From an optimization exercise on the open Yosys and OpenROAD flow, aimed at small area, a short achievable clock period and few clock cycles per item; shortcuts taken in it are not production practice.
Where RTL was checked, it was by simulation tests only, not by an equivalence proof against the original.
Only the layout flow was run in runs 1, 4 and 5; the RTL was not checked for function there.
Power and IR drop assume default switching activity.

`standard.sh`:
```
#!/bin/bash
# synth_recipe.tcl (not shown) runs the flow's synth.tcl, then flattens the netlist and writes it again
# the make line also repeats each setting of config.mk as NAME=value (left out here)
make -C /OpenROAD-flow-scripts/flow DESIGN_CONFIG=/design/flow/config.mk WORK_HOME=/design/flow/orfs CLKGATE_MAP_FILE= SYNTH_SCRIPT=/design/flow/synth_recipe.tcl "${@:-finish}"
```
`constraint.sdc`:
```
create_clock -name core_clock -period 5.0 [get_ports {clk}]
set_input_delay 1.0000 -clock core_clock [delete_from_list [all_inputs] [get_ports {clk}]]
set_output_delay 1.0000 -clock core_clock [all_outputs]
set_load 0.01 [all_outputs]
```
`config.mk`:
```
export PLATFORM = sky130hd
export DESIGN_NAME = pkt_validator
export DESIGN_NICKNAME = pkt_validator
export VERILOG_FILES = /design/flow/design.v
export SDC_FILE = /design/flow/constraint.sdc
export NUM_CORES = 4
export LEC_CHECK = 0
export CAP_MARGIN = 20
export CORE_MARGIN = 2
export CORE_UTILIZATION = 40
export CTS_BUF_LIST = sky130_fd_sc_hd__clkbuf_4 sky130_fd_sc_hd__clkbuf_8
export PLACE_DENSITY = 0.6
export SETUP_SLACK_MARGIN = 2.7
export SLEW_MARGIN = 20
```
`flow/run.sh`:
```
#!/bin/bash
# The standard layout, with small buffers on the ports.
set -euo pipefail
bash standard.sh finish "BUFFER_PORTS_ARGS=-buffer_cell sky130_fd_sc_hd__buf_1" > standard.log 2>&1
```
`design.v`:
```
module pkt_validator (
    input  wire        clk,
    input  wire        rst,
    input  wire        in_valid,
    output wire        in_ready,
    input  wire [31:0] in_data,
    input  wire        in_last,
    input  wire [1:0]  in_count,
    output reg         res_valid,
    output wire [2:0]  res_err,
    output wire [5:0]  res_vmask,
    output reg  [2:0]  res_cause,
    output wire [15:0] res_crc_calc,
    output wire [15:0] res_crc_read,
    output wire [10:0] res_apid,
    output wire [13:0] res_seq,
    output wire [16:0] res_plen,
    output wire [7:0]  res_stype,
    output wire [7:0]  res_ssub,
    output wire [7:0]  res_dest,
    output wire [47:0] res_time
);
    function [15:0] t2;
        input [15:0] x;
        begin
            t2[0] = x[0] ^ x[4] ^ x[8] ^ x[11] ^ x[12];
            t2[1] = x[1] ^ x[5] ^ x[9] ^ x[12] ^ x[13];
            t2[2] = x[2] ^ x[6] ^ x[10] ^ x[13] ^ x[14];
            t2[3] = x[3] ^ x[7] ^ x[11] ^ x[14] ^ x[15];
            t2[4] = x[4] ^ x[8] ^ x[12] ^ x[15];
            t2[5] = x[0] ^ x[4] ^ x[5] ^ x[8] ^ x[9] ^ x[11] ^ x[12] ^ x[13];
            t2[6] = x[1] ^ x[5] ^ x[6] ^ x[9] ^ x[10] ^ x[12] ^ x[13] ^ x[14];
            t2[7] = x[2] ^ x[6] ^ x[7] ^ x[10] ^ x[11] ^ x[13] ^ x[14] ^ x[15];
            t2[8] = x[3] ^ x[7] ^ x[8] ^ x[11] ^ x[12] ^ x[14] ^ x[15];
            t2[9] = x[4] ^ x[8] ^ x[9] ^ x[12] ^ x[13] ^ x[15];
            t2[10] = x[5] ^ x[9] ^ x[10] ^ x[13] ^ x[14];
            t2[11] = x[6] ^ x[10] ^ x[11] ^ x[14] ^ x[15];
            t2[12] = x[0] ^ x[4] ^ x[7] ^ x[8] ^ x[15];
            t2[13] = x[1] ^ x[5] ^ x[8] ^ x[9];
            t2[14] = x[2] ^ x[6] ^ x[9] ^ x[10];
            t2[15] = x[3] ^ x[7] ^ x[10] ^ x[11];
        end
    endfunction
    function [15:0] t22;
        input [15:0] x;
        begin
            t22[0] = x[3] ^ x[4] ^ x[6] ^ x[10] ^ x[11] ^ x[12];
            t22[1] = x[4] ^ x[5] ^ x[7] ^ x[11] ^ x[12] ^ x[13];
            t22[2] = x[5] ^ x[6] ^ x[8] ^ x[12] ^ x[13] ^ x[14];
            t22[3] = x[6] ^ x[7] ^ x[9] ^ x[13] ^ x[14] ^ x[15];
            t22[4] = x[0] ^ x[7] ^ x[8] ^ x[10] ^ x[14] ^ x[15];
            t22[5] = x[0] ^ x[1] ^ x[3] ^ x[4] ^ x[6] ^ x[8] ^ x[9] ^ x[10] ^ x[12] ^ x[15];
            t22[6] = x[1] ^ x[2] ^ x[4] ^ x[5] ^ x[7] ^ x[9] ^ x[10] ^ x[11] ^ x[13];
            t22[7] = x[2] ^ x[3] ^ x[5] ^ x[6] ^ x[8] ^ x[10] ^ x[11] ^ x[12] ^ x[14];
            t22[8] = x[0] ^ x[3] ^ x[4] ^ x[6] ^ x[7] ^ x[9] ^ x[11] ^ x[12] ^ x[13] ^ x[15];
            t22[9] = x[0] ^ x[1] ^ x[4] ^ x[5] ^ x[7] ^ x[8] ^ x[10] ^ x[12] ^ x[13] ^ x[14];
            t22[10] = x[0] ^ x[1] ^ x[2] ^ x[5] ^ x[6] ^ x[8] ^ x[9] ^ x[11] ^ x[13] ^ x[14] ^ x[15];
            t22[11] = x[1] ^ x[2] ^ x[3] ^ x[6] ^ x[7] ^ x[9] ^ x[10] ^ x[12] ^ x[14] ^ x[15];
            t22[12] = x[0] ^ x[2] ^ x[6] ^ x[7] ^ x[8] ^ x[12] ^ x[13] ^ x[15];
            t22[13] = x[0] ^ x[1] ^ x[3] ^ x[7] ^ x[8] ^ x[9] ^ x[13] ^ x[14];
            t22[14] = x[1] ^ x[2] ^ x[4] ^ x[8] ^ x[9] ^ x[10] ^ x[14] ^ x[15];
            t22[15] = x[2] ^ x[3] ^ x[5] ^ x[9] ^ x[10] ^ x[11] ^ x[15];
        end
    endfunction
    function [15:0] tinv;
        input [15:0] x;
        begin
            tinv[0] = x[3] ^ x[8];
            tinv[1] = x[4] ^ x[9];
            tinv[2] = x[0] ^ x[5] ^ x[10];
            tinv[3] = x[1] ^ x[6] ^ x[11];
            tinv[4] = x[0] ^ x[2] ^ x[7] ^ x[12];
            tinv[5] = x[1] ^ x[13];
            tinv[6] = x[2] ^ x[14];
            tinv[7] = x[3] ^ x[15];
            tinv[8] = x[0] ^ x[4];
            tinv[9] = x[0] ^ x[1] ^ x[5];
            tinv[10] = x[1] ^ x[2] ^ x[6];
            tinv[11] = x[2] ^ x[3] ^ x[7];
            tinv[12] = x[4];
            tinv[13] = x[0] ^ x[5];
            tinv[14] = x[1] ^ x[6];
            tinv[15] = x[2] ^ x[7];
        end
    endfunction
    reg         stall;        
    assign in_ready = !stall;
    wire acc = in_valid && !stall;
    reg  [31:0] d_r;
    reg         l_r;
    reg  [1:0]  c_r;
    reg         v_r;
    reg         lz_r;         
    wire        in_lz;
    always @(posedge clk) begin
        d_r <= stall ? 32'd0 : in_data;    
        lz_r <= stall || in_lz;
        l_r <= in_last;
        c_r <= in_count;
        if (rst)
            v_r <= 1'b0;
        else
            v_r <= acc;
    end
    wire [7:0] byte0 = d_r[31:24];
    wire [7:0] byte1 = d_r[23:16];
    wire [7:0] byte2 = d_r[15:8];
    wire [7:0] byte3 = d_r[7:0];
    wire ok1 = !l_r || (c_r != 2'd0);
    wire ok2 = !l_r || c_r[1];
    wire ok3 = !l_r || (c_r == 2'd3);
    reg         first;        
    reg         b1, b2, b3;   
    reg  [14:0] bc;           
    reg         c_pos;        
    reg         c_zero;       
    reg         c_m1;         
    reg  [13:0] remb;
    reg  [1:0]  rl;
    reg  [15:0] crc;          
    reg  [1:0]  kc;           
    reg  [15:0] crc_rd;       
    reg         got_lo;       
    reg         f_ver, f_type, f_dfh, f_seg;
    reg  [2:0]  apid_hi;
    reg  [7:0]  apid_lo;
    reg  [5:0]  seq_hi;
    reg  [7:0]  seq_lo;
    reg  [16:0] plen_r;
    reg  [7:0]  stype_r, ssub_r, dest_r;
    reg  [47:0] time_r;
    reg         r_ok, r_g8, r_g9, r_g10, r_g16;
    reg         fin;          
    reg         r_vm5, r_short;
    reg         err_inv, err_mal;
    reg         pend1;
    wire ge2 = !first && !b1;                 
    wire ge3 = ge2 && !b2;
    wire ge4 = ge3 && !b3;
    wire [15:0] lfield = d_r[31:16];
    wire        lf_hi3 = (lfield[15:3] == 13'd0);
    wire        lf_hi0 = lz_r;
    wire h0 = ge2 && c_zero && (rl == 2'd0);
    wire        first_n  = v_r ? l_r : first;
    wire        b1_n     = v_r ? (first && !l_r) : b1;
    wire        ge2_n    = !first_n && !b1_n;
    wire        c_zero_n = !v_r ? c_zero :
                           b1   ? (lf_hi3 && (lfield[2:0] >= 3'd3) && (lfield[2:0] != 3'd7)) :
                           c_pos ? (remb == 14'd1) :
                           1'b0;
    wire [1:0]  rl_n     = (v_r && b1) ? lfield[1:0] + 2'd1 : rl;
    wire        zk_n     = ge2_n && c_zero_n;
    assign      in_lz    = (in_data[31:18] == 14'd0);
    reg         kill1, kill2, kill3;
    always @(posedge clk) begin
        kill1 <= (b1_n && in_lz && in_data[17:16] == 2'd0) || (zk_n && rl_n == 2'd1);
        kill2 <= (b1_n && in_lz && !in_data[17]) || (zk_n && (rl_n == 2'd1 || rl_n == 2'd2));
        kill3 <= (b1_n && in_lz && !(in_data[17] && in_data[16])) || (zk_n && rl_n != 2'd0);
    end
    wire [31:0] dm = {byte0,
                      byte1 & {8{!kill1}},
                      byte2 & {8{!kill2}},
                      byte3 & {8{!kill3}}};
    wire [15:0] crc_in = crc | {16{first}};
    wire [15:0] s4 = t22(crc_in ^ dm[31:16]) ^ t2(dm[15:0]);
    wire step4 = v_r && (first || b1 || (ge2 && (c_pos || (c_zero && rl != 2'd0))));
    wire undo  = !step4 && (kc != 2'd0);
    wire [15:0] crc_nx = step4 ? s4 : undo ? tinv(crc) : 16'd0;
    wire h1  = kill1;
    wire h2  = kill2 && !kill1;
    wire h3  = kill3 && !kill2;
    wire lo0 = ge2 && c_m1 && (rl == 2'd3) && !got_lo;
    wire [7:0] hi_b = ({8{h0}} & byte0) | ({8{h1}} & byte1) |
                      ({8{h2}} & byte2) | ({8{h3}} & byte3);
    wire [7:0] lo_b = ({8{lo0}} & byte0) | ({8{h0}} & byte1) |
                      ({8{h1}} & byte2) | ({8{h2}} & byte3);
    wire hi_here = b1 || (ge2 && c_zero);
    wire lo_here = b1 || (ge2 && c_zero) || lo0;
    wire lo_seen = (h0 && ok1) || (h1 && ok2) || (h2 && ok3) || lo0;
    wire bc_sat = bc[14] && bc[1];           
    wire l_big  = bc_sat || (bc[14] && bc[0] && c_r[1]);
    wire l_ge7  = ge2 || (b1 && c_r[1]);
    wire l_ge8  = ge2 || (b1 && c_r == 2'd3);
    wire l_ge10 = ge3 || (b2 && c_r != 2'd0);
    wire l_ge16 = ge4 || (b3 && c_r == 2'd3);
    wire l_ok   = l_ge7 && !l_big;
    wire [1:0] kc_nx = (v_r && kill3) ? {kill2, kill1 || !kill2} :
                       undo           ? kc - 2'd1 : kc;
    wire fin_nx = (v_r && l_r) || (fin && kc != 2'd0);
    always @(posedge clk) begin
        if (rst) begin
            first     <= 1'b1;
            b1        <= 1'b0;
            b2        <= 1'b0;
            b3        <= 1'b0;
            bc        <= 15'd0;
            kc        <= 2'd0;
            fin       <= 1'b0;
            pend1     <= 1'b0;
            stall     <= 1'b0;
            res_valid <= 1'b0;
        end else begin
            kc        <= kc_nx;
            fin       <= fin_nx;
            pend1     <= fin_nx && (kc_nx == 2'd0);
            stall     <= (acc && in_last) || (fin_nx && kc_nx != 2'd0);
            res_valid <= pend1;
            if (v_r) begin
                first <= l_r;
                b1    <= first && !l_r;
                b2    <= b1 && !l_r;
                b3    <= b2 && !l_r;
                if (l_r)
                    bc <= 15'd0;
                else if (!bc_sat)
                    bc <= bc + 15'd1;
            end
        end
    end
    wire clr_ok  = pend1 && !r_ok;
    wire clr_crc = pend1 && !(r_ok && got_lo);
    always @(posedge clk) begin
        if (step4 || undo || clr_crc)
            crc <= crc_nx;
        if ((v_r && hi_here) || clr_crc)
            crc_rd[15:8] <= hi_b;
        if ((v_r && lo_here) || clr_crc)
            crc_rd[7:0] <= lo_b;
        if ((v_r && first) || clr_ok) begin
            f_ver   <= (byte0[7:5] != 3'd0);
            f_type  <= byte0[4];
            f_dfh   <= !byte0[3] && v_r;
            f_seg   <= (byte2[7:6] != 2'b11) && v_r;
            apid_hi <= byte0[2:0];
            apid_lo <= byte1;
            seq_hi  <= byte2[5:0];
            seq_lo  <= byte3;
        end
        if ((v_r && b1) || clr_ok)
            plen_r  <= ({1'b0, lfield} + 17'd7) & {14'h3FFF, {3{v_r}}};
        if ((v_r && b1) || (pend1 && !r_g8))
            stype_r <= byte3;
        if ((v_r && b2) || (pend1 && !r_g9))
            ssub_r  <= byte0;
        if ((v_r && b2) || (pend1 && !r_g10))
            dest_r  <= byte1;
        if ((v_r && b2) || (pend1 && !r_g16))
            time_r[47:32] <= {byte2, byte3};
        if ((v_r && b3) || (pend1 && !r_g16))
            time_r[31:0] <= d_r;
        if (v_r) begin
            if (first)
                got_lo <= 1'b0;
            else if (lo_seen)
                got_lo <= 1'b1;
            if (b1) begin
                remb   <= lfield[15:2] - {13'd0, !(lfield[1] && lfield[0])};
                rl     <= lfield[1:0] + 2'd1;
                c_pos  <= !lf_hi3 || (lfield[2:0] == 3'd7);
                c_zero <= lf_hi3 && (lfield[2:0] >= 3'd3) && (lfield[2:0] != 3'd7);
                c_m1   <= lf_hi3 && (lfield[2:0] <= 3'd2);
            end else if (c_pos) begin
                remb   <= remb - 14'd1;
                c_pos  <= (remb != 14'd1);
                c_zero <= (remb == 14'd1);
            end else if (c_zero) begin
                c_zero <= 1'b0;
                c_m1   <= 1'b1;
            end
            if (l_r) begin
                r_ok  <= l_ok;
                r_g8  <= l_ok && l_ge8;
                r_g9  <= l_ok && ge2;
                r_g10 <= l_ok && l_ge10;
                r_g16 <= l_ok && l_ge16;
            end
        end
    end
    wire [4:0] vm_lo   = {f_seg, f_dfh, f_type, f_ver, !got_lo};
    wire       crc_bad = got_lo && (crc != crc_rd);
    always @(posedge clk) begin
        if (pend1) begin
            r_vm5   <= r_ok && crc_bad;
            r_short <= r_ok && !got_lo;
            err_inv <= !r_ok;
            err_mal <= r_ok && (vm_lo != 5'd0 || crc_bad);
            if (!r_ok)         res_cause <= 3'd0;
            else if (vm_lo[0]) res_cause <= 3'd0;
            else if (vm_lo[1]) res_cause <= 3'd1;
            else if (vm_lo[2]) res_cause <= 3'd2;
            else if (vm_lo[3]) res_cause <= 3'd3;
            else if (vm_lo[4]) res_cause <= 3'd4;
            else if (crc_bad)  res_cause <= 3'd5;
            else               res_cause <= 3'd0;
        end
    end
    assign res_err      = {err_mal, 1'b0, err_inv};
    assign res_vmask    = {r_vm5, f_seg, f_dfh, f_type, f_ver, r_short};
    assign res_crc_calc = crc;
    assign res_crc_read = crc_rd;
    assign res_apid     = {apid_hi, apid_lo};
    assign res_seq      = {seq_hi, seq_lo};
    assign res_plen     = plen_r;
    assign res_stype    = stype_r;
    assign res_ssub     = ssub_r;
    assign res_dest     = dest_r;
    assign res_time     = time_r;
endmodule
```
==> flow_results.xml, run 1 <==
<?xml version="1.0" encoding="UTF-8"?>
<metrics>
  <group name="synthesis">
    <metric name="yosys.area.top_type_share" unit="%">44.7</metric>
    <metric name="syn-instance-count" unit="">1004</metric>
    <metric name="ys.flop_type" unit="">sky130_fd_sc_hd__edfxtp_1</metric>
    <metric name="synth_enable_flop_cells" unit="">181</metric>
    <metric name="syn_nets" unit="">1055</metric>
    <metric name="netlist.top_cell.by_area" unit="">sky130_fd_sc_hd__edfxtp_1</metric>
    <metric name="synth_async_reset_ratio" unit="%">0</metric>
    <metric name="cells_taking_the_most_area_after_synthesis" unit="">sky130_fd_sc_hd__edfxtp_1 45%, sky130_fd_sc_hd__dfxtp_1 11%, sky130_fd_sc_hd__xnor2_1 7.6%, sky130_fd_sc_hd__xnor3_1 4.6%, sky130_fd_sc_hd__xor2_1 4.3%</metric>
    <metric name="synth_area_per_cell" unit="um^2">12.1</metric>
    <metric name="yosys_register_bits" unit="">246</metric>
    <metric name="synth_seq_area_share" unit="%">55.4</metric>
    <metric name="synth_area" unit="um^2">12200</metric>
    <metric name="synthesis.yosys.warnings" unit="">1</metric>
    <metric name="cell_variety_after_synth" unit="">65</metric>
  </group>
  <group name="global_routing">
    <metric name="number_of_antenna_violations_at_the_first_check_in_global_routing" unit="">0</metric>
    <metric name="largest_net_degree_at_the_start_of_global_routing" unit="">42</metric>
    <metric name="global_route.usage.total" unit="%">22.8</metric>
    <metric name="overflow" unit="">0</metric>
    <metric name="grt_first_pass_wirelength" unit="um">52500</metric>
    <metric name="via_count_of_the_first_global_routing_pass" unit="">8353</metric>
  </group>
  <group name="setup_path">
    <metric name="crit_path_max_incr_delay" unit="ps">490</metric>
    <metric name="startpoint_type" unit="">flop</metric>
    <metric name="cp.required" unit="ps">4000</metric>
    <metric name="r2r_start" unit="">crc[2]</metric>
    <metric name="critPathLaunch" unit="">crc[1]</metric>
    <metric name="timing_worst_setup_path_type" unit="">flop to output pin</metric>
    <metric name="crit_slowest_cell" unit="">sky130_fd_sc_hd__edfxtp_1</metric>
    <metric name="crit_chain" unit="">buf_4 -&gt; buf_1</metric>
    <metric name="critical_path.endpoint_type" unit="">output pin</metric>
    <metric name="path_buf_inv" unit="">2</metric>
    <metric name="worst_ep_arrival_time" unit="ps">1350</metric>
    <metric name="cp_max_fo" unit="">3</metric>
    <metric name="cp_top_family" unit="">flip-flops</metric>
  </group>
  <group name="timing">
    <metric name="min_period_over_period" unit="%">47.0</metric>
    <metric name="timing_max_transition_violations_final" unit="">0</metric>
    <metric name="slew_at_the_pin_closest_to_its_max_slew_limit" unit="ps">949</metric>
    <metric name="timing.final.setup_violations" unit="">0</metric>
    <metric name="min_period" unit="ps">2350</metric>
    <metric name="hold_violations" unit="">0</metric>
    <metric name="achievable-frequency" unit="MHz">425</metric>
    <metric name="timing.setup.tns" unit="ps">0</metric>
    <metric name="timing.slew.headroom" unit="%">36.3</metric>
    <metric name="grt_setup_unrepaired" unit="">true</metric>
    <metric name="fin_skew" unit="ps">23.3</metric>
  </group>
  <group name="placement">
    <metric name="place_hpwl" unit="um">25300</metric>
    <metric name="dpl.cell_count" unit="">1541</metric>
    <metric name="detailed_place.area" unit="um^2">13200</metric>
    <metric name="place_congestion" unit="">0.874</metric>
    <metric name="placement.io_buffers" unit="">196</metric>
  </group>
  <group name="cts">
    <metric name="clock_tree_from_tritoncts" unit="">yes</metric>
    <metric name="post_cts_hold_buffer_count" unit="">0</metric>
    <metric name="cts_sinks" unit="">246</metric>
    <metric name="root_buffer" unit="">sky130_fd_sc_hd__clkbuf_8</metric>
    <metric name="clkLatencyLatePin" unit="ps">570</metric>
    <metric name="clock_tree.buffer_depth" unit="">3</metric>
    <metric name="cts.htree.levels" unit="">2</metric>
    <metric name="cts_buffers" unit="">42</metric>
    <metric name="clk_pin_slew_worst_paths" unit="ps">60</metric>
  </group>
  <group name="cells_and_area">
    <metric name="share_of_post_route_cells_with_drive_strength_above_1" unit="%">19.9</metric>
    <metric name="final_core_util" unit="%">50.0</metric>
    <metric name="growth_of_design_area_from_synthesis_to_finish" unit="%">22.5</metric>
    <metric name="layout.cells.most_common" unit="">sky130_fd_sc_hd__buf_1</metric>
    <metric name="mostFrequentLayoutCells" unit="">193 x sky130_fd_sc_hd__buf_1, 181 x sky130_fd_sc_hd__edfxtp_1, 96 x sky130_fd_sc_hd__xnor2_1</metric>
    <metric name="finish.instance_area" unit="um^2">14900</metric>
    <metric name="layout.nets" unit="">1306</metric>
    <metric name="final-instance-count-excl-fill" unit="">1679</metric>
    <metric name="num_antenna_cells" unit="">0</metric>
  </group>
  <group name="detailed_routing">
    <metric name="finalWirelength" unit="um">36700</metric>
    <metric name="wl_per_cell" unit="um">21.8</metric>
    <metric name="ant_nets" unit="">0</metric>
    <metric name="first_iter_violations" unit="">775</metric>
    <metric name="drtPass1Iterations" unit="">8</metric>
    <metric name="post-route-drc-count" unit="">0</metric>
    <metric name="vias_per_cell" unit="">5.25</metric>
    <metric name="dr_total_vias" unit="">8810</metric>
  </group>
  <group name="status">
    <metric name="outcome" unit="">complete, no violations</metric>
  </group>
  <group name="die">
    <metric name="die-height" unit="um">178</metric>
    <metric name="initial_core_utilization" unit="%">40.8</metric>
    <metric name="std_cell_rows" unit="">63</metric>
    <metric name="die_area" unit="um^2">31800</metric>
    <metric name="core_area" unit="um^2">29800</metric>
    <metric name="die-width" unit="um">178</metric>
    <metric name="ios" unit="">198</metric>
  </group>
  <group name="hold_path">
    <metric name="min_from" unit="">d_r[12]</metric>
    <metric name="min_path_type" unit="">flop to flop</metric>
  </group>
  <group name="power">
    <metric name="power-per-cell-area" unit="nW/um^2">513</metric>
    <metric name="max-vdd-ir-drop" unit="mV">0.217</metric>
    <metric name="p_leak" unit="nW">5.57</metric>
    <metric name="p_total" unit="mW">7.65</metric>
  </group>
  <group name="run">
    <metric name="drv.max_cap_violation_count" unit="">0</metric>
  </group>
</metrics>
metrics by stage:
step / setup WS (ps) / hold WS, ps
floorplan: 2710 / 420
global placement: 2080 / 466
detailed placement: 1970 / 480
CTS: 2560 / 491
global route: 2600 / 497
finish: 2650 / 487
report_power, final:
part	internal (mW)	leakage, nW	switching, mW	total (mW)
clock network	1.19	0.502	0.841	2.03
logic	1.47	2.85	1.42	2.89
registers	2.49	2.22	0.245	2.73
timing repair:
| action | in CTS | in global routing |
|---|---|---|
| resized for setup | 46 | 52 |
| pin swaps | 11 | 18 |
| buffers inserted | 41 | 17 |
| endpoints found under the setup margin | 106 | 25 |
| gates cloned | 1 | 1 |
cells in the mapped netlist, types with 3 or more instances:
cell type	n
sky130_fd_sc_hd__or3_1	9
sky130_fd_sc_hd__a21o_1	11
sky130_fd_sc_hd__o21ai_0	25
sky130_fd_sc_hd__nor2b_1	49
sky130_fd_sc_hd__nor4_1	11
sky130_fd_sc_hd__edfxtp_1	181
sky130_fd_sc_hd__a31oi_1	6
sky130_fd_sc_hd__xor2_1	60
sky130_fd_sc_hd__buf_2	13
sky130_fd_sc_hd__o21ai_1	9
sky130_fd_sc_hd__nand4_1	9
sky130_fd_sc_hd__nor2_2	7
sky130_fd_sc_hd__nand3_1	23
sky130_fd_sc_hd__xnor2_1	106
sky130_fd_sc_hd__nor3b_1	4
sky130_fd_sc_hd__mux2i_1	3
sky130_fd_sc_hd__nor2_1	91
sky130_fd_sc_hd__buf_1	7
sky130_fd_sc_hd__nand4b_1	3
sky130_fd_sc_hd__a222oi_1	16
sky130_fd_sc_hd__dfxtp_1	65
sky130_fd_sc_hd__a22oi_1	4
sky130_fd_sc_hd__nand2b_1	7
sky130_fd_sc_hd__ha_1	13
sky130_fd_sc_hd__nor3_1	21
sky130_fd_sc_hd__nand2_1	76
sky130_fd_sc_hd__buf_6	6
sky130_fd_sc_hd__xnor2_2	10
sky130_fd_sc_hd__xnor3_1	25
sky130_fd_sc_hd__a21oi_1	22
sky130_fd_sc_hd__buf_4	18
sky130_fd_sc_hd__clkbuf_1	25
sky130_fd_sc_hd__inv_1	27
registers in the layout (all words and copies together), names as in the netlist, 2 cells and up:
| register | count |
|---|---|
| time_r | 48 |
| d_r | 32 |
| plen_r | 17 |
| crc | 16 |
| crc_rd | 16 |
| bc | 15 |
| remb | 14 |
| apid_lo | 8 |
| dest_r | 8 |
| seq_lo | 8 |
| ssub_r | 8 |
| stype_r | 8 |
| seq_hi | 6 |
| apid_hi | 3 |
| res_cause | 3 |
| c_r | 2 |
| kc | 2 |
| rl | 2 |
path summary, 6_finish.rpt:
kind                            cells past startpoint  slack [ps]               to
worst min register to register                      0         490       time_r[12]
worst min-delay path                                0         490       time_r[12]
worst max-delay path                                2        2650  res_crc_calc[1]
worst max register to register                      6        2650           crc[6]
layer usage:
| layer | global-route usage, % | routed length, um | share of wire, % |
|---|---|---|---|
| met5 | 0 | 0 | 0 |
| met4 | 7.96 | 1310 | 3.6 |
| met3 | 3.94 | 2620 | 7.1 |
| met1 | 29.9 | 15100 | 41 |
| met2 | 38.0 | 17700 | 48 |
logic make-up (layout without fill, tap and decap cells):
| group | count (synthesis) | in the layout | share of synthesized area (%) |
|---|---|---|---|
| and+or+nand+nor | 331 | 331 | 14.0 |
| DFF | 246 | 246 | 55.4 |
| xor gates and xnor gates | 206 | 206 | 19.0 |
| AOI/OAI and AO/OA | 108 | 108 | 6.01 |
| buffers and inverters | 96 | 381 | 4.02 |
| adders and majority gates | 13 | 13 | 1.34 |
| muxes | 3 | 3 | 0.247 |
| other | 1 | 1 | 0.0308 |
final cells by class:
type                    count  area (um^2)
repair inverters            1         5.00
repair buffers            275         1410
clock inverters             9          138
well taps                 390          488
clock buffers              69          812
fillers                  2672        14900
multi-input cells         662         5150
inverters                  27          109
flip-flops and latches    246         6790
==> run 2, diff against run 1 <==
--- a/design.v
+++ b/design.v
@@ -279,7 +279,7 @@
     wire [4:0] vm_lo   = {f_seg, f_dfh, f_type, f_ver, !got_lo};
     wire       crc_bad = got_lo && (crc != crc_rd);
     always @(posedge clk) begin
-        if (pend1) begin
+        begin
             r_vm5   <= r_ok && crc_bad;
             r_short <= r_ok && !got_lo;
             err_inv <= !r_ok;
--- a/config.mk
+++ b/config.mk
@@ -8,7 +8,8 @@
 export CAP_MARGIN = 20
 export CORE_MARGIN = 2
 export CORE_UTILIZATION = 40
-export CTS_BUF_LIST = sky130_fd_sc_hd__clkbuf_4 sky130_fd_sc_hd__clkbuf_8
+export CTS_CLUSTER_DIAMETER = 80
+export CTS_CLUSTER_SIZE = 30
 export PLACE_DENSITY = 0.6
 export SETUP_SLACK_MARGIN = 2.7
 export SLEW_MARGIN = 20
==> run 2 against run 1 <==
  * Clock skew shrank 0.71 ps
  * Largest cell class unchanged
  * First-iteration DRC count down 2.1%
  * Critical endpoint unchanged
  * Global-route usage decreased by 0.36 points
  * Worst setup slack better by 12 ps
  * Power down 9.9%
  * Sequential power about the same
  * Synthesized area is 3.3% lower
  * Non-clock buffer count decreased by 9
  * Design area shrank 5.2%
==> flow_results.xml, run 2 <==
<?xml version="1.0" encoding="UTF-8"?>
<metrics>
  <group name="timing">
    <metric name="min_period" unit="ps">2340</metric>
    <metric name="achievable-frequency" unit="MHz">427</metric>
    <metric name="timing_max_transition_violations_final" unit="">0</metric>
    <metric name="grt_setup_unrepaired" unit="">true</metric>
    <metric name="timing.slew.headroom" unit="%">40.6</metric>
    <metric name="slew_at_the_pin_closest_to_its_max_slew_limit" unit="ps">892</metric>
    <metric name="min_period_over_period" unit="%">46.8</metric>
    <metric name="timing.setup.tns" unit="ps">0</metric>
    <metric name="fin_skew" unit="ps">22.6</metric>
    <metric name="timing.final.setup_violations" unit="">0</metric>
    <metric name="hold_violations" unit="">0</metric>
    <metric name="worst_slack" unit="ps">2660</metric>
  </group>
  <group name="synthesis">
    <metric name="yosys.area.top_type_share" unit="%">44.4</metric>
    <metric name="synth_area" unit="um^2">11800</metric>
    <metric name="post-synth-top-count-cell" unit="">sky130_fd_sc_hd__edfxtp_1</metric>
    <metric name="cell_variety_after_synth" unit="">59</metric>
    <metric name="synth_async_reset_ratio" unit="%">0</metric>
    <metric name="ys.flop_type" unit="">sky130_fd_sc_hd__edfxtp_1</metric>
    <metric name="cells_taking_the_most_area_after_synthesis" unit="">sky130_fd_sc_hd__edfxtp_1 44%, sky130_fd_sc_hd__dfxtp_1 12%, sky130_fd_sc_hd__xnor2_1 8.3%, sky130_fd_sc_hd__xor2_1 4.7%, sky130_fd_sc_hd__xnor3_1 4.4%</metric>
    <metric name="syn_nets" unit="">1046</metric>
    <metric name="yosys_register_bits" unit="">246</metric>
    <metric name="synth_seq_area_share" unit="%">56.7</metric>
    <metric name="syn-instance-count" unit="">995</metric>
    <metric name="synth_area_per_cell" unit="um^2">11.8</metric>
    <metric name="synth_common_cells" unit="">174 x sky130_fd_sc_hd__edfxtp_1, 111 x sky130_fd_sc_hd__xnor2_1, 90 x sky130_fd_sc_hd__nor2_1</metric>
    <metric name="synth_enable_flop_cells" unit="">174</metric>
    <metric name="synthesis.yosys.warnings" unit="">1</metric>
    <metric name="netlist.top_cell.by_area" unit="">sky130_fd_sc_hd__edfxtp_1</metric>
  </group>
  <group name="cells_and_area">
    <metric name="share_of_post_route_cells_with_drive_strength_above_1" unit="%">14.0</metric>
    <metric name="layout.cells.most_common" unit="">sky130_fd_sc_hd__buf_1</metric>
    <metric name="mostFrequentLayoutCells" unit="">195 x sky130_fd_sc_hd__buf_1, 174 x sky130_fd_sc_hd__edfxtp_1, 95 x sky130_fd_sc_hd__xnor2_1</metric>
    <metric name="layout.nets" unit="">1265</metric>
    <metric name="largest_register" unit="">time_r</metric>
    <metric name="largest_register_ffs" unit="">48</metric>
    <metric name="largest_registers" unit="">time_r x48, d_r x32, plen_r x17</metric>
    <metric name="num_antenna_cells" unit="">0</metric>
    <metric name="growth_of_design_area_from_synthesis_to_finish" unit="%">20.1</metric>
  </group>
  <group name="setup_path">
    <metric name="startpoint_type" unit="">flop</metric>
    <metric name="crit_chain" unit="">buf_4 -&gt; buf_1</metric>
    <metric name="crit_slowest_cell" unit="">sky130_fd_sc_hd__edfxtp_1</metric>
    <metric name="critical_path.endpoint_type" unit="">output pin</metric>
    <metric name="crit_path_max_incr_delay" unit="ps">530</metric>
    <metric name="timing_worst_setup_path_type" unit="">flop to output pin</metric>
    <metric name="cp_max_fo" unit="">3</metric>
    <metric name="worst_ep_arrival_time" unit="ps">1340</metric>
    <metric name="cp.required" unit="ps">4000</metric>
  </group>
  <group name="placement">
    <metric name="place_congestion" unit="">0.926</metric>
    <metric name="placement.io_buffers" unit="">196</metric>
    <metric name="place_worst_setup_slack" unit="ps">1950</metric>
    <metric name="place_hpwl" unit="um">24700</metric>
  </group>
  <group name="global_routing">
    <metric name="largest_net_degree_at_the_start_of_global_routing" unit="">35</metric>
    <metric name="grt_first_pass_wirelength" unit="um">51200</metric>
    <metric name="global_route.usage.total" unit="%">22.4</metric>
    <metric name="via_count_of_the_first_global_routing_pass" unit="">8034</metric>
    <metric name="number_of_antenna_violations_at_the_first_check_in_global_routing" unit="">0</metric>
    <metric name="overflow" unit="">0</metric>
  </group>
  <group name="status">
    <metric name="outcome" unit="">complete, no violations</metric>
  </group>
  <group name="die">
    <metric name="die-width" unit="um">176</metric>
    <metric name="die_area" unit="um^2">30800</metric>
    <metric name="ios" unit="">198</metric>
    <metric name="core_area" unit="um^2">28900</metric>
    <metric name="std_cell_rows" unit="">62</metric>
    <metric name="initial_core_utilization" unit="%">40.8</metric>
    <metric name="die-height" unit="um">176</metric>
  </group>
  <group name="power">
    <metric name="power_report.internal_total" unit="mW">4.58</metric>
    <metric name="power.net_switching" unit="mW">2.32</metric>
    <metric name="seq_power_share" unit="%">40.0</metric>
    <metric name="power.combinational.fraction" unit="%">39.5</metric>
    <metric name="power.share.clock" unit="%">20.5</metric>
    <metric name="switching_share" unit="%">33.6</metric>
    <metric name="power-per-cell-area" unit="nW/um^2">488</metric>
    <metric name="p_leak" unit="nW">5.19</metric>
    <metric name="max-vdd-ir-drop" unit="mV">0.259</metric>
  </group>
  <group name="cts">
    <metric name="clock_tree_from_tritoncts" unit="">yes</metric>
    <metric name="post_cts_hold_buffer_count" unit="">0</metric>
    <metric name="cts_sinks" unit="">246</metric>
    <metric name="clk_pin_slew_worst_paths" unit="ps">100</metric>
    <metric name="clock_tree.buffer_depth" unit="">3</metric>
    <metric name="root_buffer" unit="">sky130_fd_sc_hd__clkbuf_16</metric>
    <metric name="cts_buffers" unit="">14</metric>
    <metric name="clkLatencyLatePin" unit="ps">510</metric>
    <metric name="cts.htree.levels" unit="">1</metric>
  </group>
  <group name="detailed_routing">
    <metric name="dr_total_vias" unit="">8382</metric>
    <metric name="wl_per_cell" unit="um">22.0</metric>
    <metric name="post-route-drc-count" unit="">0</metric>
    <metric name="vias_per_cell" unit="">5.22</metric>
    <metric name="first_iter_violations" unit="">759</metric>
    <metric name="ant_nets" unit="">0</metric>
    <metric name="finalWirelength" unit="um">35400</metric>
    <metric name="drtPass1Iterations" unit="">10</metric>
  </group>
  <group name="hold_path">
    <metric name="min_path_type" unit="">flop to flop</metric>
  </group>
  <group name="run">
    <metric name="drv.max_cap_violation_count" unit="">0</metric>
  </group>
</metrics>
==> run 2: final cells by class <==
class                      count  area (um^2)
inverter                      28          114
clock buffer                  16          379
clock inverter                 8          148
timing repair buffer         266         1340
fill                        2637        14700
multi-input combinational    658         4950
sequential                   246         6730
tap                          384          480
==> run 2: path summary, 6_finish.rpt <==
kind           start               to  slack [ps]  depth (start not counted)
max           crc[1]  res_crc_calc[1]        2660                          2
min            bc[9]            bc[9]         490                          2
max reg2reg  d_r[14]          crc[11]        2710                          6
min reg2reg    bc[9]            bc[9]         490                          2
==> run 2: critical path: cells and delay by family, from the launching register on <==
kind                   cells  cell delay, ps
buffers and inverters      2             320
DFF                        1             530
==> run 2: kinds of logic (layout without fill, tap and decap cells) <==
family | after synthesis | count (layout) | share of synthesized area (%)
AOI/OAI and AO/OA | 109 | 111 | 6.03
xor gates and xnor gates | 203 | 203 | 18.4
adders and majority gates | 13 | 13 | 1.38
buffers and inverters | 93 | 318 | 3.54
DFF | 246 | 246 | 56.7
muxes | 2 | 2 | 0.170
other | 1 | 1 | 0.0319
and+or+nand+nor | 328 | 328 | 13.7
==> run 2: per-layer routing <==
| layer | vias to the layer above | global-route usage (%) | part of all wire [%] |
|---|---|---|---|
| met1 | 4114 | 28.3 | 41 |
| li1 | 3883 | - | - |
| met4 | 0 | 7.51 | 3.8 |
| met5 | - | 0 | 0 |
| met3 | 66 | 3.27 | 5.9 |
| met2 | 319 | 39.5 | 50 |
==> run 2: power groups by stage <==
stage / clock network, mW / registers [mW] / logic [mW]
after floorplan: 0 / 2.71 / 1.78
after global placement: 0 / 2.90 / 2.19
after detailed placement: 0 / 2.90 / 2.21
after CTS: 1.44 / 2.77 / 2.53
after global routing: 1.51 / 2.77 / 2.90
final: 1.41 / 2.75 / 2.72
==> run 2: per-stage QoR <==
| stage | std cells | utilization (%) | hold WS (ps) | cell area, um^2 | total power [mW] |
|---|---|---|---|---|---|
| detailed placement | 1527 | 44.5 | 476 | 12800 | 5.11 |
| floorplan | 995 | - | 420 | 11800 | 4.49 |
| global placement | 1526 | 44.5 | 467 | 12800 | 5.09 |
| global route | 1606 | 49.0 | 508 | 14100 | 7.17 |
| CTS | 1580 | 47.8 | 492 | 13800 | 6.74 |
| finish | 1606 | 49.0 | 491 | 14100 | 6.89 |
==> run 2: timing repair <==
item / 4_1_cts / 5_1_grt
setup endpoints to repair: 123 / 26
pin swaps: 12 / 12
setup buffers: 26 / 26
gates resized for setup: 52 / 37
cloned: 3 / 0
Testbench counts of run 2, summed over its fixed seeds: cycles 113,228, packets 1,280.
==> run 3, diff against run 2 <==
--- a/config.mk
+++ b/config.mk
@@ -8,8 +8,6 @@
 export CAP_MARGIN = 20
 export CORE_MARGIN = 2
 export CORE_UTILIZATION = 40
-export CTS_CLUSTER_DIAMETER = 80
-export CTS_CLUSTER_SIZE = 30
 export PLACE_DENSITY = 0.6
 export SETUP_SLACK_MARGIN = 2.7
 export SLEW_MARGIN = 20
==> run 3 against run 2 <==
  * Still clean on timing, DRC and antenna
  * Clock power grew 48%
  * Critical path depth unchanged
  * First-iteration DRC count is 8.7% higher
  * Wire length increased by 1.6%
  * Worst hold slack worse by 5.4 ps
  * Synthesized cell count unchanged
  * Via count is 2.3% higher
  * Largest cell class unchanged
  * Largest power group unchanged
==> flow_results.xml, run 3 <==
<?xml version="1.0" encoding="UTF-8"?>
<metrics>
  <group name="detailed_routing">
    <metric name="dr_total_vias" unit="">8571</metric>
    <metric name="post-route-drc-count" unit="">0</metric>
    <metric name="wl_per_cell" unit="um">21.9</metric>
    <metric name="first_iter_violations" unit="">825</metric>
    <metric name="finalWirelength" unit="um">36000</metric>
    <metric name="ant_nets" unit="">0</metric>
    <metric name="drtPass1Iterations" unit="">7</metric>
    <metric name="vias_per_cell" unit="">5.22</metric>
  </group>
  <group name="synthesis">
    <metric name="cells_taking_the_most_area_after_synthesis" unit="">sky130_fd_sc_hd__edfxtp_1 44%, sky130_fd_sc_hd__dfxtp_1 12%, sky130_fd_sc_hd__xnor2_1 8.3%, sky130_fd_sc_hd__xor2_1 4.7%, sky130_fd_sc_hd__xnor3_1 4.4%</metric>
    <metric name="synth_seq_area_share" unit="%">56.7</metric>
    <metric name="synth_async_reset_ratio" unit="%">0</metric>
    <metric name="syn-instance-count" unit="">995</metric>
    <metric name="synth_common_cells" unit="">174 x sky130_fd_sc_hd__edfxtp_1, 111 x sky130_fd_sc_hd__xnor2_1, 90 x sky130_fd_sc_hd__nor2_1</metric>
    <metric name="synth_area" unit="um^2">11800</metric>
    <metric name="synth_enable_flop_cells" unit="">174</metric>
    <metric name="yosys_register_bits" unit="">246</metric>
    <metric name="ys.flop_type" unit="">sky130_fd_sc_hd__edfxtp_1</metric>
    <metric name="yosys.area.top_type_share" unit="%">44.4</metric>
    <metric name="netlist.top_cell.by_area" unit="">sky130_fd_sc_hd__edfxtp_1</metric>
    <metric name="synth_area_per_cell" unit="um^2">11.8</metric>
    <metric name="syn_nets" unit="">1046</metric>
    <metric name="cell_variety_after_synth" unit="">59</metric>
    <metric name="synthesis.yosys.warnings" unit="">1</metric>
    <metric name="post-synth-top-count-cell" unit="">sky130_fd_sc_hd__edfxtp_1</metric>
  </group>
  <group name="global_routing">
    <metric name="global_route.usage.total" unit="%">22.8</metric>
    <metric name="largest_net_degree_at_the_start_of_global_routing" unit="">35</metric>
    <metric name="overflow" unit="">0</metric>
    <metric name="via_count_of_the_first_global_routing_pass" unit="">8278</metric>
    <metric name="grt_first_pass_wirelength" unit="um">52200</metric>
    <metric name="number_of_antenna_violations_at_the_first_check_in_global_routing" unit="">0</metric>
  </group>
  <group name="die">
    <metric name="die_area" unit="um^2">30800</metric>
    <metric name="ios" unit="">198</metric>
    <metric name="initial_core_utilization" unit="%">40.8</metric>
    <metric name="core_area" unit="um^2">28900</metric>
    <metric name="die-height" unit="um">176</metric>
    <metric name="die-width" unit="um">176</metric>
    <metric name="std_cell_rows" unit="">62</metric>
  </group>
  <group name="timing">
    <metric name="hold_ws" unit="ps">486</metric>
    <metric name="hold_violations" unit="">0</metric>
    <metric name="min_period" unit="ps">2350</metric>
    <metric name="fin_skew" unit="ps">28.3</metric>
    <metric name="timing.setup.tns" unit="ps">0</metric>
    <metric name="min_period_over_period" unit="%">47.1</metric>
    <metric name="slew_at_the_pin_closest_to_its_max_slew_limit" unit="ps">888</metric>
    <metric name="timing.final.setup_violations" unit="">0</metric>
    <metric name="timing.slew.headroom" unit="%">40.8</metric>
    <metric name="grt_setup_unrepaired" unit="">true</metric>
    <metric name="achievable-frequency" unit="MHz">425</metric>
    <metric name="timing_max_transition_violations_final" unit="">0</metric>
  </group>
  <group name="cells_and_area">
    <metric name="largest_registers" unit="">time_r x48, d_r x32, plen_r x17</metric>
    <metric name="n_fill_cell" unit="">2618</metric>
    <metric name="multiInputGateArea" unit="um^2">4940</metric>
    <metric name="num_antenna_cells" unit="">0</metric>
    <metric name="largest_register" unit="">time_r</metric>
    <metric name="final_core_util" unit="%">50.6</metric>
    <metric name="layout.nets" unit="">1286</metric>
    <metric name="mostFrequentLayoutCells" unit="">194 x sky130_fd_sc_hd__buf_1, 174 x sky130_fd_sc_hd__edfxtp_1, 96 x sky130_fd_sc_hd__xnor2_1</metric>
    <metric name="growth_of_design_area_from_synthesis_to_finish" unit="%">24.2</metric>
    <metric name="finish.instance_area" unit="um^2">14600</metric>
    <metric name="final-instance-count-excl-fill" unit="">1641</metric>
    <metric name="layout.cells.most_common" unit="">sky130_fd_sc_hd__buf_1</metric>
    <metric name="share_of_post_route_cells_with_drive_strength_above_1" unit="%">16.0</metric>
    <metric name="largest_register_ffs" unit="">48</metric>
    <metric name="seqCellArea" unit="um^2">6730</metric>
  </group>
  <group name="hold_path">
    <metric name="min_path_type" unit="">flop to flop</metric>
    <metric name="min_from" unit="">bc[13]</metric>
    <metric name="hold_path_depth" unit="">2</metric>
    <metric name="holdPathEnd" unit="">bc[13]</metric>
  </group>
  <group name="setup_path">
    <metric name="timing_worst_setup_path_type" unit="">flop to output pin</metric>
    <metric name="r2r.worst_path.cells" unit="">7</metric>
    <metric name="startpoint_type" unit="">flop</metric>
    <metric name="r2r_start" unit="">d_r[22]</metric>
    <metric name="critical_path.endpoint_type" unit="">output pin</metric>
    <metric name="reg2reg_end" unit="">crc[5]</metric>
    <metric name="worst_ep_arrival_time" unit="ps">1350</metric>
    <metric name="cp.required" unit="ps">4000</metric>
    <metric name="timing.reg2reg.setup_slack" unit="ps">2690</metric>
    <metric name="cp_max_fo" unit="">3</metric>
  </group>
  <group name="power">
    <metric name="switching_share" unit="%">32.5</metric>
    <metric name="power-per-cell-area" unit="nW/um^2">517</metric>
    <metric name="p_leak" unit="nW">5.42</metric>
    <metric name="power_report.internal_total" unit="mW">5.10</metric>
    <metric name="power.net_switching" unit="mW">2.45</metric>
    <metric name="seq_power_share" unit="%">36.2</metric>
    <metric name="power.combinational.fraction" unit="%">36.2</metric>
    <metric name="power.share.clock" unit="%">27.5</metric>
    <metric name="max-vdd-ir-drop" unit="mV">0.276</metric>
  </group>
  <group name="placement">
    <metric name="dpl.cell_count" unit="">1527</metric>
    <metric name="detailed_place.area" unit="um^2">12800</metric>
    <metric name="place_congestion" unit="">0.926</metric>
    <metric name="place_hpwl" unit="um">24700</metric>
    <metric name="placement.io_buffers" unit="">196</metric>
  </group>
  <group name="cts">
    <metric name="clkLatencyLatePin" unit="ps">570</metric>
    <metric name="cts_sinks" unit="">246</metric>
    <metric name="post_cts_hold_buffer_count" unit="">0</metric>
    <metric name="clock_tree.buffer_depth" unit="">3</metric>
    <metric name="cts_buffers" unit="">28</metric>
    <metric name="cts.htree.levels" unit="">1</metric>
    <metric name="clock_tree_from_tritoncts" unit="">yes</metric>
    <metric name="clk_pin_slew_worst_paths" unit="ps">60</metric>
    <metric name="root_buffer" unit="">sky130_fd_sc_hd__clkbuf_16</metric>
  </group>
  <group name="status">
    <metric name="outcome" unit="">complete, no violations</metric>
  </group>
  <group name="run">
    <metric name="drv.max_cap_violation_count" unit="">0</metric>
  </group>
</metrics>
run 3: changes by cell type in the layout (fill, tap and decap cells not counted), sizes merged:
| cell | before | now |
|---|---|---|
| buf | 265 | 271 |
| bufinv | 2 | 3 |
| clkbuf | 16 | 33 |
| clkinv | 5 | 11 |
| clkinvlp | 1 | 6 |
run 3: routing by layer:
metal	GRT usage, %	vias up	wire, um
li1	-	3956	-
met1	28.2	4206	14300
met2	40.4	338	18200
met3	3.57	71	2230
met4	8.09	0	1220
met5	0	-	0
run 3: worst max-delay path, stage by stage, from the launching register on:
cell and delay, ps:
sky130_fd_sc_hd__edfxtp_1 520, sky130_fd_sc_hd__buf_6 170, sky130_fd_sc_hd__buf_1 120
run 3: what timing repair did:
action	4_1_cts	5_1_grt
setup buffers	29	30
pin swaps	11	8
gates resized for setup	53	34
setup endpoints to repair	128	44
cloned	3	0
run 3: worst max path at each step:
stage / from / end / slack, ps / depth (start not counted)
after floorplan: first / crc[0] / 2710 / 7
after global placement: first / crc[11] / 2030 / 6
after detailed placement: first / crc[11] / 1950 / 6
after CTS: kill1 / crc[11] / 2600 / 6
after global routing: d_r[22] / crc[5] / 2620 / 7
final: crc[2] / res_crc_calc[2] / 2650 / 2
run 3: final cells by class:
class                      count  area share [%]
inverter                      28           0.788
clock inverter                20            1.52
tap                          384            3.29
sequential                   246            46.1
timing repair buffer         273            9.54
multi-input combinational    658            33.8
clock buffer                  32            4.97
run 3: cells by family after synthesis:
family          count (synthesis)  share of synthesized area, %
simple gates                  328                          13.7
buf+inv                        93                          3.54
fa+ha+maj                      13                          1.38
compound gates                109                          6.03
xor+xnor                      203                          18.4
mux                             2                         0.170
flops                         246                          56.7
other cells                     1                        0.0319
run 3: metrics by stage:
stage | power [mW] | setup WS [ps]
floorplan | 4.49 | 2710
detailed placement | 5.11 | 1950
CTS | 7.41 | 2600
global route | 7.86 | 2620
finish | 7.56 | 2650
global placement | 5.09 | 2030
run 3: power by group through the flow:
stage | Clock, mW | Sequential (mW) | Combinational, mW
after floorplan | 0 | 2.71 | 1.78
after global placement | 0 | 2.90 | 2.19
after detailed placement | 0 | 2.90 | 2.21
after CTS | 2.11 | 2.75 | 2.56
after global routing | 2.19 | 2.75 | 2.91
final | 2.08 | 2.74 | 2.74
==> run 4, diff against run 3 <==
--- a/design.v
+++ b/design.v
@@ -116,6 +116,8 @@
     reg         c_zero;       
     reg         c_m1;         
     reg  [13:0] remb;
+    reg         re;
+    wire        remb_one = re ? (remb == 14'd2) : (remb == 14'd1);
     reg  [1:0]  rl;
     reg  [15:0] crc;          
     reg  [1:0]  kc;           
@@ -146,7 +148,7 @@
     wire        ge2_n    = !first_n && !b1_n;
     wire        c_zero_n = !v_r ? c_zero :
                            b1   ? (lf_hi3 && (lfield[2:0] >= 3'd3) && (lfield[2:0] != 3'd7)) :
-                           c_pos ? (remb == 14'd1) :
+                           c_pos ? remb_one :
                            1'b0;
     wire [1:0]  rl_n     = (v_r && b1) ? lfield[1:0] + 2'd1 : rl;
     wire        zk_n     = ge2_n && c_zero_n;
@@ -254,15 +256,16 @@
             else if (lo_seen)
                 got_lo <= 1'b1;
             if (b1) begin
-                remb   <= lfield[15:2] - {13'd0, !(lfield[1] && lfield[0])};
+                remb   <= lfield[15:2];
+                re     <= !(lfield[1] && lfield[0]);
                 rl     <= lfield[1:0] + 2'd1;
                 c_pos  <= !lf_hi3 || (lfield[2:0] == 3'd7);
                 c_zero <= lf_hi3 && (lfield[2:0] >= 3'd3) && (lfield[2:0] != 3'd7);
                 c_m1   <= lf_hi3 && (lfield[2:0] <= 3'd2);
             end else if (c_pos) begin
                 remb   <= remb - 14'd1;
-                c_pos  <= (remb != 14'd1);
-                c_zero <= (remb == 14'd1);
+                c_pos  <= !remb_one;
+                c_zero <= remb_one;
             end else if (c_zero) begin
                 c_zero <= 1'b0;
                 c_m1   <= 1'b1;
--- a/config.mk
+++ b/config.mk
@@ -7,7 +7,9 @@
 export LEC_CHECK = 0
 export CAP_MARGIN = 20
 export CORE_MARGIN = 2
-export CORE_UTILIZATION = 40
-export PLACE_DENSITY = 0.6
+export CORE_UTILIZATION = 55
+export CTS_CLUSTER_DIAMETER = 80
+export CTS_CLUSTER_SIZE = 30
+export PLACE_DENSITY = 0.75
 export SETUP_SLACK_MARGIN = 2.7
 export SLEW_MARGIN = 20
==> run 4 against run 3 <==
  * Clock skew rose by 5.7 ps
  * Register-to-register slack got worse by 70 ps
  * Die area down 27%
  * Sequential share of layout area rose by 3.3 points
  * Flip-flop and latch count grew 1
  * First-iteration DRC count up 7.0%
  * Worst hold slack better by 10 ps
  * Largest power group unchanged
==> flow_results.xml, run 4 <==
<?xml version="1.0" encoding="UTF-8"?>
<metrics>
  <group name="setup_path">
    <metric name="timing_worst_setup_path_type" unit="">flop to flop</metric>
    <metric name="cp_max_fo" unit="">4</metric>
    <metric name="reg2reg_end" unit="">crc[0]</metric>
    <metric name="startpoint_type" unit="">flop</metric>
    <metric name="cp.required" unit="ps">5240</metric>
    <metric name="r2r_start" unit="">crc[4]</metric>
    <metric name="critical_path.endpoint_type" unit="">flop</metric>
    <metric name="timing.reg2reg.setup_slack" unit="ps">2620</metric>
    <metric name="worst_ep_arrival_time" unit="ps">2620</metric>
    <metric name="r2r.worst_path.cells" unit="">7</metric>
  </group>
  <group name="timing">
    <metric name="fin_skew" unit="ps">34.0</metric>
    <metric name="grt_setup_unrepaired" unit="">true</metric>
    <metric name="timing_max_transition_violations_final" unit="">0</metric>
    <metric name="hold_violations" unit="">0</metric>
    <metric name="min_period" unit="ps">2380</metric>
    <metric name="achievable-frequency" unit="MHz">420</metric>
    <metric name="timing.slew.headroom" unit="%">45.7</metric>
    <metric name="timing.final.setup_violations" unit="">0</metric>
    <metric name="min_period_over_period" unit="%">47.6</metric>
    <metric name="timing.setup.tns" unit="ps">0</metric>
    <metric name="slew_at_the_pin_closest_to_its_max_slew_limit" unit="ps">814</metric>
  </group>
  <group name="synthesis">
    <metric name="syn-instance-count" unit="">970</metric>
    <metric name="cells_taking_the_most_area_after_synthesis" unit="">sky130_fd_sc_hd__edfxtp_1 45%, sky130_fd_sc_hd__dfxtp_1 12%, sky130_fd_sc_hd__xnor2_1 8.9%, sky130_fd_sc_hd__xnor3_1 4.8%, sky130_fd_sc_hd__xor2_1 3.2%</metric>
    <metric name="syn_nets" unit="">1018</metric>
    <metric name="synth_area" unit="um^2">11700</metric>
    <metric name="synth_seq_area_share" unit="%">57.4</metric>
    <metric name="ys.flop_type" unit="">sky130_fd_sc_hd__edfxtp_1</metric>
    <metric name="synth_area_per_cell" unit="um^2">12.0</metric>
    <metric name="synth_common_cells" unit="">175 x sky130_fd_sc_hd__edfxtp_1, 118 x sky130_fd_sc_hd__xnor2_1, 86 x sky130_fd_sc_hd__nor2_1</metric>
    <metric name="synth_async_reset_ratio" unit="%">0</metric>
    <metric name="cell_variety_after_synth" unit="">58</metric>
    <metric name="yosys_register_bits" unit="">247</metric>
    <metric name="netlist.top_cell.by_area" unit="">sky130_fd_sc_hd__edfxtp_1</metric>
    <metric name="synth_enable_flop_cells" unit="">175</metric>
    <metric name="yosys.area.top_type_share" unit="%">45.0</metric>
    <metric name="synthesis.yosys.warnings" unit="">1</metric>
    <metric name="post-synth-top-count-cell" unit="">sky130_fd_sc_hd__edfxtp_1</metric>
  </group>
  <group name="power">
    <metric name="power.share.clock" unit="%">19.2</metric>
    <metric name="power-per-cell-area" unit="nW/um^2">499</metric>
    <metric name="power.net_switching" unit="mW">2.35</metric>
    <metric name="power.combinational.fraction" unit="%">40.3</metric>
    <metric name="p_total" unit="mW">6.84</metric>
    <metric name="max-vdd-ir-drop" unit="mV">0.322</metric>
    <metric name="switching_share" unit="%">34.3</metric>
    <metric name="power_report.internal_total" unit="mW">4.49</metric>
    <metric name="seq_power_share" unit="%">40.6</metric>
    <metric name="p_leak" unit="nW">5.03</metric>
  </group>
  <group name="die">
    <metric name="std_cell_rows" unit="">53</metric>
    <metric name="initial_core_utilization" unit="%">55.7</metric>
    <metric name="die-height" unit="um">150</metric>
    <metric name="ios" unit="">198</metric>
    <metric name="die_area" unit="um^2">22400</metric>
    <metric name="die-width" unit="um">150</metric>
    <metric name="core_area" unit="um^2">21000</metric>
  </group>
  <group name="hold_path">
    <metric name="min_path_type" unit="">flop to flop</metric>
    <metric name="holdPathEnd" unit="">bc[8]</metric>
    <metric name="min_from" unit="">bc[8]</metric>
    <metric name="hold_path_depth" unit="">2</metric>
  </group>
  <group name="cts">
    <metric name="clk_pin_slew_worst_paths" unit="ps">100</metric>
    <metric name="clkLatencyLatePin" unit="ps">520</metric>
    <metric name="cts_buffers" unit="">14</metric>
    <metric name="cts_sinks" unit="">247</metric>
    <metric name="root_buffer" unit="">sky130_fd_sc_hd__clkbuf_16</metric>
    <metric name="clock_tree_from_tritoncts" unit="">yes</metric>
    <metric name="clock_tree.buffer_depth" unit="">3</metric>
    <metric name="cts.htree.levels" unit="">1</metric>
  </group>
  <group name="global_routing">
    <metric name="number_of_antenna_violations_at_the_first_check_in_global_routing" unit="">0</metric>
    <metric name="global_route.usage.total" unit="%">28.5</metric>
    <metric name="overflow" unit="">0</metric>
    <metric name="via_count_of_the_first_global_routing_pass" unit="">7863</metric>
    <metric name="largest_net_degree_at_the_start_of_global_routing" unit="">44</metric>
    <metric name="grt_first_pass_wirelength" unit="um">46900</metric>
  </group>
  <group name="detailed_routing">
    <metric name="post-route-drc-count" unit="">0</metric>
    <metric name="vias_per_cell" unit="">5.74</metric>
    <metric name="wl_per_cell" unit="um">22.3</metric>
    <metric name="ant_nets" unit="">0</metric>
    <metric name="drtPass1Iterations" unit="">6</metric>
    <metric name="finalWirelength" unit="um">32600</metric>
    <metric name="dr_total_vias" unit="">8403</metric>
    <metric name="first_iter_violations" unit="">883</metric>
  </group>
  <group name="status">
    <metric name="outcome" unit="">complete, no violations</metric>
  </group>
  <group name="cells_and_area">
    <metric name="largest_register" unit="">time_r</metric>
    <metric name="largest_registers" unit="">time_r x48, d_r x32, plen_r x17</metric>
    <metric name="mostFrequentLayoutCells" unit="">196 x sky130_fd_sc_hd__buf_1, 175 x sky130_fd_sc_hd__edfxtp_1, 104 x sky130_fd_sc_hd__xnor2_1</metric>
    <metric name="layout.cells.most_common" unit="">sky130_fd_sc_hd__buf_1</metric>
    <metric name="layout.nets" unit="">1229</metric>
    <metric name="n_fill_cell" unit="">1571</metric>
    <metric name="largest_register_ffs" unit="">48</metric>
    <metric name="num_antenna_cells" unit="">0</metric>
    <metric name="share_of_post_route_cells_with_drive_strength_above_1" unit="%">14.1</metric>
    <metric name="growth_of_design_area_from_synthesis_to_finish" unit="%">17.4</metric>
  </group>
  <group name="placement">
    <metric name="placement.io_buffers" unit="">196</metric>
    <metric name="place_congestion" unit="">0.922</metric>
    <metric name="place_hpwl" unit="um">22200</metric>
  </group>
  <group name="run">
    <metric name="drv.max_cap_violation_count" unit="">0</metric>
  </group>
</metrics>
run 4: cell families after synthesis:
group	count (synthesis)	share of synthesized area, %
AND/OR/NAND/NOR	310	13.1
flip-flops	247	57.4
XOR/XNOR	193	18.1
AO/OA/AOI/OAI	111	6.25
buffers and inverters	94	3.78
adder cells (fa/ha/maj)	10	1.07
multiplexers	4	0.343
other	1	0.0321
run 4: what timing repair did:
item                                    in CTS  in global routing
hold buffers                                 0                  0
pin swaps                                    7                 11
resized for setup                           53                 31
gates cloned                                 1                  1
hold endpoints to repair                     0                  0
buffers inserted                            33                 21
endpoints found under the setup margin      89                 44
run 4: layout make-up:
cell class                      count  area [um^2]  share of cell area [%]
Clock buffer                       16          358                    2.61
Clock inverter                      8          113                   0.822
Inverter                           26          105                   0.767
Multi-Input combinational cell    629         4750                    34.6
Sequential cell                   247         6760                    49.4
Tap cell                          275          344                    2.51
Timing Repair Buffer              262         1270                    9.26
Timing Repair inverter              1         5.00                  0.0365
run 4: stage by stage:
step	utilization (%)	worst slack, ps	hold slack [ps]	instances	instance area (um^2)
finish	65.4	2620	496	1464	13700
global route	65.4	2600	520	1464	13700
CTS	64.0	2520	495	1442	13400
detailed placement	59.7	2120	479	1384	12500
global placement	59.7	2140	466	1384	12500
floorplan	-	2710	420	970	11700
run 4: how the worst max path moves through the flow:
stage                 start  endpoint  depth (start not counted)
CTS                 d_r[21]   crc[10]                          6
global route        d_r[19]     kill2                          6
finish               crc[4]    crc[0]                          7
global placement      kill1   crc[10]                          6
floorplan            crc[1]   crc[10]                          7
detailed placement    kill1   crc[10]                          6
run 4: critical path, stage by stage (launching register included):
cell and delay, ps:
sky130_fd_sc_hd__edfxtp_1 520, sky130_fd_sc_hd__buf_4 220, sky130_fd_sc_hd__xnor2_1 200, sky130_fd_sc_hd__nor2_1 80, sky130_fd_sc_hd__xnor2_1 270, sky130_fd_sc_hd__xnor3_2 540, sky130_fd_sc_hd__xnor2_1 200, sky130_fd_sc_hd__o21ai_0 100
run 4: routing by layer:
metal	up-vias	GRT usage [%]	share of wire [%]
met5	-	0	0
met2	460	47.1	47
met3	82	4.60	9.1
li1	3782	-	-
met4	0	12.2	4.2
met1	4079	37.6	39
run 4: power groups by stage:
stage,Clock [mW],Combinational (mW),Sequential [mW]
floorplan,0,1.85,2.70
global placement,0,2.15,2.94
detailed placement,0,2.17,2.95
CTS,1.31,2.54,2.78
global route,1.39,2.90,2.79
finish,1.31,2.75,2.77
==> run 5, diff against run 4 <==
--- a/config.mk
+++ b/config.mk
@@ -7,9 +7,9 @@
 export LEC_CHECK = 0
 export CAP_MARGIN = 20
 export CORE_MARGIN = 2
-export CORE_UTILIZATION = 55
+export CORE_UTILIZATION = 40
 export CTS_CLUSTER_DIAMETER = 80
 export CTS_CLUSTER_SIZE = 30
-export PLACE_DENSITY = 0.75
+export PLACE_DENSITY = 0.6
 export SETUP_SLACK_MARGIN = 2.7
 export SLEW_MARGIN = 20
==> run 5 against run 4 <==
  * Still clean on timing, DRC and antenna
  * Synthesized cell count unchanged
  * Cell count increased by 8.2%
  * Design area increased by 2.7%
  * Wire length increased by 5.3%
  * Synthesized area unchanged
  * Register-to-register slack got worse by 30 ps
  * Sequential power about the same
  * Critical path type unchanged
  * Highest routed layer is now met5
==> flow_results.xml, run 5 <==
<?xml version="1.0" encoding="UTF-8"?>
<metrics>
  <group name="run">
    <metric name="drv.max_cap_violation_count" unit="">0</metric>
  </group>
  <group name="global_routing">
    <metric name="largest_net_degree_at_the_start_of_global_routing" unit="">44</metric>
    <metric name="via_count_of_the_first_global_routing_pass" unit="">7651</metric>
    <metric name="number_of_antenna_violations_at_the_first_check_in_global_routing" unit="">1</metric>
    <metric name="global_route.usage.total" unit="%">21.4</metric>
  </group>
  <group name="synthesis">
    <metric name="yosys.area.top_type_share" unit="%">45.0</metric>
    <metric name="synth_top_family_by_area" unit="">XOR/XNOR gates</metric>
    <metric name="syn-instance-count" unit="">970</metric>
    <metric name="synthAdderAreaFrac" unit="%">1.07</metric>
    <metric name="synthesis.yosys.warnings" unit="">1</metric>
    <metric name="post_synth_and_or_nand_nor_area_fraction" unit="%">13.1</metric>
    <metric name="syn_nets" unit="">1018</metric>
    <metric name="synth_xor_area_share" unit="%">18.1</metric>
    <metric name="post-synth-top-count-cell" unit="">sky130_fd_sc_hd__edfxtp_1</metric>
    <metric name="cell_variety_after_synth" unit="">58</metric>
  </group>
  <group name="power">
    <metric name="seq_power_share" unit="%">39.5</metric>
    <metric name="max-vdd-ir-drop" unit="mV">0.248</metric>
    <metric name="p_leak" unit="nW">5.13</metric>
    <metric name="power.combinational.fraction" unit="%">41.2</metric>
    <metric name="power.share.clock" unit="%">19.3</metric>
    <metric name="power_report.internal_total" unit="mW">4.62</metric>
    <metric name="power.net_switching" unit="mW">2.38</metric>
    <metric name="switching_share" unit="%">34.0</metric>
  </group>
  <group name="die">
    <metric name="die-width" unit="um">175</metric>
    <metric name="die-height" unit="um">175</metric>
    <metric name="core_area" unit="um^2">28700</metric>
    <metric name="std_cell_rows" unit="">62</metric>
  </group>
  <group name="detailed_routing">
    <metric name="dr_total_vias" unit="">8235</metric>
    <metric name="routed.top_layer" unit="">met5</metric>
    <metric name="drtPass1Iterations" unit="">9</metric>
    <metric name="finalWirelength" unit="um">34300</metric>
    <metric name="ant_nets" unit="">0</metric>
    <metric name="post-route-drc-count" unit="">0</metric>
    <metric name="detailed_routed_wire_length_on_met2" unit="um">15600</metric>
    <metric name="vias_per_cell" unit="">5.20</metric>
    <metric name="wl_per_cell" unit="um">21.7</metric>
    <metric name="met1_length" unit="um">14600</metric>
  </group>
  <group name="cells_and_area">
    <metric name="share_of_post_route_cells_with_drive_strength_above_1" unit="%">15.2</metric>
    <metric name="growth_of_design_area_from_synthesis_to_finish" unit="%">20.5</metric>
    <metric name="largest_registers" unit="">time_r x48, d_r x32, plen_r x17</metric>
    <metric name="multiInputGateArea" unit="um^2">4790</metric>
    <metric name="largest_register_ffs" unit="">48</metric>
    <metric name="largest_register" unit="">time_r</metric>
    <metric name="layout.nets" unit="">1239</metric>
    <metric name="mostFrequentLayoutCells" unit="">192 x sky130_fd_sc_hd__buf_1, 175 x sky130_fd_sc_hd__edfxtp_1, 103 x sky130_fd_sc_hd__xnor2_1</metric>
    <metric name="final_core_util" unit="%">49.0</metric>
    <metric name="layout.cells.most_common" unit="">sky130_fd_sc_hd__buf_1</metric>
  </group>
  <group name="cts">
    <metric name="clk_pin_slew_worst_paths" unit="ps">110</metric>
    <metric name="clkLatencyLatePin" unit="ps">510</metric>
    <metric name="cts_sinks" unit="">247</metric>
    <metric name="cts.htree.levels" unit="">1</metric>
    <metric name="clock_tree_from_tritoncts" unit="">yes</metric>
    <metric name="cts_buffers" unit="">14</metric>
    <metric name="clock_tree.buffer_depth" unit="">3</metric>
  </group>
  <group name="setup_path">
    <metric name="critical_path.endpoint_type" unit="">flop</metric>
    <metric name="cp.required" unit="ps">5260</metric>
    <metric name="worst_ep_arrival_time" unit="ps">2670</metric>
    <metric name="timing_worst_setup_path_type" unit="">flop to flop</metric>
  </group>
  <group name="timing">
    <metric name="min_period_over_period" unit="%">48.3</metric>
    <metric name="timing.setup.tns" unit="ps">0</metric>
    <metric name="slew_at_the_pin_closest_to_its_max_slew_limit" unit="ps">1010</metric>
    <metric name="min_period" unit="ps">2420</metric>
    <metric name="hold_violations" unit="">0</metric>
    <metric name="timing.final.setup_violations" unit="">0</metric>
    <metric name="grt_setup_unrepaired" unit="">true</metric>
    <metric name="fin_skew" unit="ps">35.4</metric>
    <metric name="hold_ws" unit="ps">490</metric>
  </group>
  <group name="placement">
    <metric name="place_hpwl" unit="um">23600</metric>
    <metric name="placement.io_buffers" unit="">196</metric>
    <metric name="place_congestion" unit="">0.914</metric>
  </group>
  <group name="status">
    <metric name="outcome" unit="">complete, no violations</metric>
  </group>
</metrics>
==> run 5: path summary, 6_finish.rpt <==
| check | end | cells past startpoint | start | slack (ps) |
|---|---|---|---|---|
| max | crc[10] | 6 | crc[5] | 2580 |
| min | bc[13] | 2 | bc[13] | 490 |
| max reg2reg | crc[10] | 6 | crc[5] | 2580 |
| min reg2reg | bc[13] | 2 | bc[13] | 490 |
==> run 5: cell families (layout without fill, tap and decap cells) <==
kind of cell	after synthesis	count (layout)
other cells	1	2
fa+ha+maj	10	10
xor+xnor	193	193
compound gates	111	112
flops	247	247
simple gates	310	310
buf+inv	94	322
mux	4	4
==> run 5: worst max-delay path, cell delays in order, from the launching register on <==
cell	delay [ps]
sky130_fd_sc_hd__edfxtp_1	510
sky130_fd_sc_hd__xnor2_1	180
sky130_fd_sc_hd__nor2_2	180
sky130_fd_sc_hd__xnor3_1	390
sky130_fd_sc_hd__xnor3_1	370
sky130_fd_sc_hd__xnor3_1	360
sky130_fd_sc_hd__o21a_1	180
==> run 5: power groups by stage <==
stage          Clock, mW  Sequential [mW]  Combinational, mW
6_report            1.35             2.77               2.88
5_1_grt             1.43             2.79               3.07
4_1_cts             1.37             2.75               2.67
3_5_place_dp           0             2.91               2.26
3_3_place_gp           0             2.92               2.26
2_1_floorplan          0             2.70               1.85
==> run 5: cell type report <==
type,instances,share of cell area [%]
antenna,1,0.0178
multi-input combinational,630,34.0
inverter,26,0.747
sequential,247,48.0
tap,384,3.41
clock inverter,8,1.01
clock buffer,16,2.54
timing repair buffer,271,10.1
timing repair inverter,1,0.0356
==> run 5: through the flow <==
stage	cells	instance area [um^2]	setup WS, ps	power, mW
after floorplan	970	11700	2710	4.56
after global placement	1498	12700	2150	5.17
after detailed placement	1498	12700	2020	5.17
after CTS	1566	13700	2510	6.79
after global routing	1584	14100	2520	7.29
final	1584	14100	2580	6.99
==> run 5: routing by layer <==
metal  vias to the layer above  track usage, %
li1                       3794               -
met1                      3968            30.1
met2                       414            33.7
met3                        57            4.42
met4                         2            6.04
met5                         -               0
==> run 5: what timing repair did <==
| item | CTS | global route |
|---|---|---|
| setup endpoints to repair | 111 | 56 |
| pin swaps | 13 | 13 |
| setup buffers | 42 | 15 |
| resized for setup | 57 | 53 |
| hold buffers | 0 | 0 |
| gates cloned | 2 | 2 |
